What follows belongs to an exercise in optimizing a design on an open flow for small area, a short achievable clock period and few clock cycles per item; a production flow would make more cautious choices.
In this exercise RTL edits were held to simulation tests only and were not proved equivalent to the original.
Power is estimated from default activity; no workload was simulated.

Design amb_render, start of the top module:
module amb_render (
    input  wire        clk,
    input  wire        rst_n,
    input  wire        cmd_valid,
    output wire        cmd_ready,
    input  wire [3:0]  cmd_op,
    input  wire [31:0] cmd_data,
    output reg         resp_valid,
    output reg  [1:0]  resp_err,
    output reg  [31:0] resp_data
);
    localparam OP_NOP = 4'd0, OP_CREATE = 4'd1, OP_DESTROY = 4'd2, OP_RESET = 4'd3,
               OP_SAMPLE = 4'd4, OP_SET_PH1 = 4'd5, OP_SET_PH2 = 4'd6, OP_SET_MODPH = 4'd7,
               OP_SET_GAIN = 4'd8, OP_SET_CB = 4'd9, OP_SET_CS = 4'd10, OP_SET_DRV = 4'd11,
               OP_SET_OG = 4'd12, OP_SET_DET = 4'd13;
    localparam ERR_OK = 2'd0, ERR_ILL = 2'd1, ERR_STATE = 2'd2, ERR_ARG = 2'd3;
    localparam [4:0] U_NONE = 5'd0, U_SM = 5'd1, U_S0 = 5'd2, U_S1 = 5'd3, U_S2 = 5'd4,
                     U_S3 = 5'd5, U_CUT = 5'd6, U_PK = 5'd7, U_DC = 5'd8, U_Y1 = 5'd9,
                     U_Y2 = 5'd10, U_E0 = 5'd11, U_E1 = 5'd12, U_E2 = 5'd13, U_INC2 = 5'd14,
  ...
Settings: LEC_CHECK=0, CAP_MARGIN=40, CELL_PAD_IN_SITES_DETAIL_PLACEMENT=1, CELL_PAD_IN_SITES_GLOBAL_PLACEMENT=1, CORE_MARGIN=2, CORE_UTILIZATION=30, PLACE_DENSITY=0.45, SLEW_MARGIN=30; clock period 22.0 ns.
run.sh (not shown) runs the stock make flow with config.mk's settings and CLKGATE_MAP_FILE= SYNTH_SCRIPT=/design/flow/synth_recipe.tcl, a recipe that flattens the netlist after the stock synthesis.
Testbench counts at the start, summed over its fixed seeds: cycles 170,292, samples 4,640.
Change:
--- a/flow/design.v
+++ b/flow/design.v
@@ -275,35 +275,39 @@
     wire start_smp = cb_v && (cb_op == OP_SAMPLE) && life && dv == 2'd0 &&
                      (!run || step == LAST);
     wire tv_n   = (run && step == LAST) ? hv : (pend_end ? 1'b0 : (run ? tv : 1'b0));
     wire hv_n   = (!run || step == LAST) ? start_smp : (pend_end ? 1'b0 : hv);
     wire run_n  = hv_n || tv_n;
     wire [5:0] step_n = (!run || pend_end) ? 6'd0 : step + 6'd1;
     wire free_other = !run && dv == 2'd0 && op2 != U_G1 && !zrdy && !zrdy2;
     reg        dvi;          
-    wire [7:0] hop = head(step_n);
-    wire [7:0] top = tail(step_n);
-    wire [7:0] nop = (run_n && hv_n && hop[7:3] != U_NONE) ? hop :
-                     (run_n && tv_n) ? top :
-                     dvi ? {U_D50, 3'd0} : {U_NONE, 3'd0};
+    wire       bnd  = !run || pend_end;
+    wire [5:0] stp1 = step + 6'd1;
+    wire [7:0] hop  = head(stp1);
+    wire [7:0] top  = tail(stp1);
+    wire [7:0] cop  = (hv && hop[7:3] != U_NONE) ? hop : tv ? top : {U_NONE, 3'd0};
+    wire [7:0] bop  = start_smp ? head(6'd0) : dvi ? {U_D50, 3'd0} : {U_NONE, 3'd0};
+    wire [7:0] nop  = bnd ? bop : cop;
     reg  [4:0] smsel;
     wire [4:0] smsel_n = (step_n == 6'd0)  ? 5'b00010 :
                          (step_n == 6'd7)  ? 5'b00001 :
                          (step_n == 6'd14) ? 5'b10000 :
                          (step_n == 6'd32) ? 5'b00100 : 5'b01000;
     wire signed [32:0] sm_c = ({33{smsel[0]}} & {1'b0, cur_cb}) | ({33{smsel[1]}} & {1'b0, cur_cs}) |
                               ({33{smsel[2]}} & {6'd0, cur_drv}) | ({33{smsel[3]}} & {1'b0, cur_og}) |
                               ({33{smsel[4]}} & {{12{cur_det[20]}}, cur_det});
     wire signed [32:0] sm_t = ({33{smsel[0]}} & {1'b0, tgt_cb}) | ({33{smsel[1]}} & {1'b0, tgt_cs}) |
                               ({33{smsel[2]}} & {6'd0, tgt_drv}) | ({33{smsel[3]}} & {1'b0, tgt_og}) |
                               ({33{smsel[4]}} & {{12{tgt_det[20]}}, tgt_det});
     wire signed [32:0] sm_d = sm_t - sm_c;
-    wire signed [25:0] v1s  = lfo_n ? -$signed({1'b0, lfo})  : $signed({1'b0, lfo});
-    wire signed [25:0] v2s  = v2_n  ? -$signed({1'b0, v2})   : $signed({1'b0, v2});
+    wire        vsel = (step == 6'd2);
+    wire [24:0] vm   = vsel ? v2 : lfo;
+    wire signed [25:0] vs = (vsel ? v2_n : lfo_n) ? -$signed({1'b0, vm}) : $signed({1'b0, vm});
+    wire signed [31:0] vh = {{7{vs[25]}}, vs[25:1]};
     wire [45:0] dt = {dr, dq[25]};
     wire [46:0] ds = {1'b0, dt} - {2'b0, dd};
     wire        db = !ds[46];
     wire [26:0] cfs = cb_d[26:0];
     wire [26:0] fs_m1 = fs_q - 27'd1;
     wire [31:0] f0p = (run && step == 6'd16) ? ph1 : modph;
     wire [31:0] f1p = (step == 6'd13) ? {modph[31:30] + 2'd1, modph[29:0]} : ph2;
     reg rst_q;
@@ -321,17 +325,17 @@
             if (cmd_valid && !cb_v) begin
                 cb_v <= 1'b1; cb_op <= cmd_op; cb_d <= cmd_data;
             end
             run  <= run_n;
             step <= run_n ? step_n : 6'd0;
             hv   <= hv_n;
             tv   <= tv_n;
             {op1, arg1} <= nop;
-            {sa, sb, sd, sn} <= opsel(nop);
+            {sa, sb, sd, sn} <= bnd ? opsel(bop) : opsel(cop);
             dvi <= 1'b0;
             smsel <= smsel_n;
             fch   <= fs_half - 26'd1;
             op2  <= op1;
             arg2 <= arg1;
             if (start_smp) cb_v <= 1'b0;
             if (hv_n && step_n == 6'd0) begin
                 x0 <= fold(f0p, f0p[30]);  sn0 <= f0p[31];
@@ -349,18 +353,20 @@
                 if (step == 6'd13 || step == 6'd22) begin
                     x1 <= fold(f1p, f1p[30]);  sn1 <= f1p[31];
                 end
                 if (step == 6'd17) begin
                     ph1 <= ph1 + {7'd0, inc1}; modph <= modph + {15'd0, inc_lfo};
                 end
             end
             if (run && tv) begin
+                if (step == 6'd1)
+                    t1 <= vh - {{6{y[25]}}, y};
                 if (step == 6'd2)
-                    t1 <= {{7{v1s[25]}}, v1s[25:1]} + {{7{v2s[25]}}, v2s[25:1]} - {{6{y[25]}}, y};
+                    t1 <= t1 + vh;
                 if (step == 6'd8)
                     big <= ($signed(u20) >= 31'sd16777216) || ($signed(u20) <= -31'sd16777216);
             end
             if (dbusy) begin
                 dr   <= db ? ds[44:0] : dt[44:0];
                 dq   <= {dq[24:0], db};
                 dcnt <= dcnt - 5'd1;
                 if (dcnt == 5'd1) dbusy <= 1'b0;
Design area came out higher by about 1.2%. Worst setup slack is worse by 430 ps. Power came out lower by about 3.2%. Hold slack improves by 8.1 ps. Wire length came out lower by 0.58%. Clock skew went down by 6.3 ps. Critical path depth increases by 7.
Testbench counts after the change, summed over its fixed seeds: cycles 170,292, samples 4,640.

-- what the ideal ports hide --
Ports are ideal in the flow. The routed layouts listed here were re-timed in OpenROAD. Step 1: set_driving_cell puts a clkbuf_16 on clk and a buf_2 on each other input, an assumption about the parent block. Step 2 times the ports against the registers' clock, not the clock port: input delays grow and output delays shrink by t, the midpoint of the rising clock arrivals with the driver on. Three values: no drivers, after step 1, after step 2; two values: the first two.
| run | t (ns) | setup slack, ns | clock arrival spread, ns | worst slew at a driven data input, ns | pins driven straight from the clock port |
|---|---|---|---|---|---|
| the first run | 1.057 | 14.743 / 14.743 / 14.427 | 0.060 / 0.060 | 0.06 | 1 |
| the second run | 1.030 | 14.310 / 14.310 / 13.409 | 0.052 / 0.053 | 0.06 | 1 |
After both steps every run listed still meets setup and hold. For the second run, which loses most, drivers alone change the setup slack by 0.000 ns; drivers and shift together by -0.901 ns.
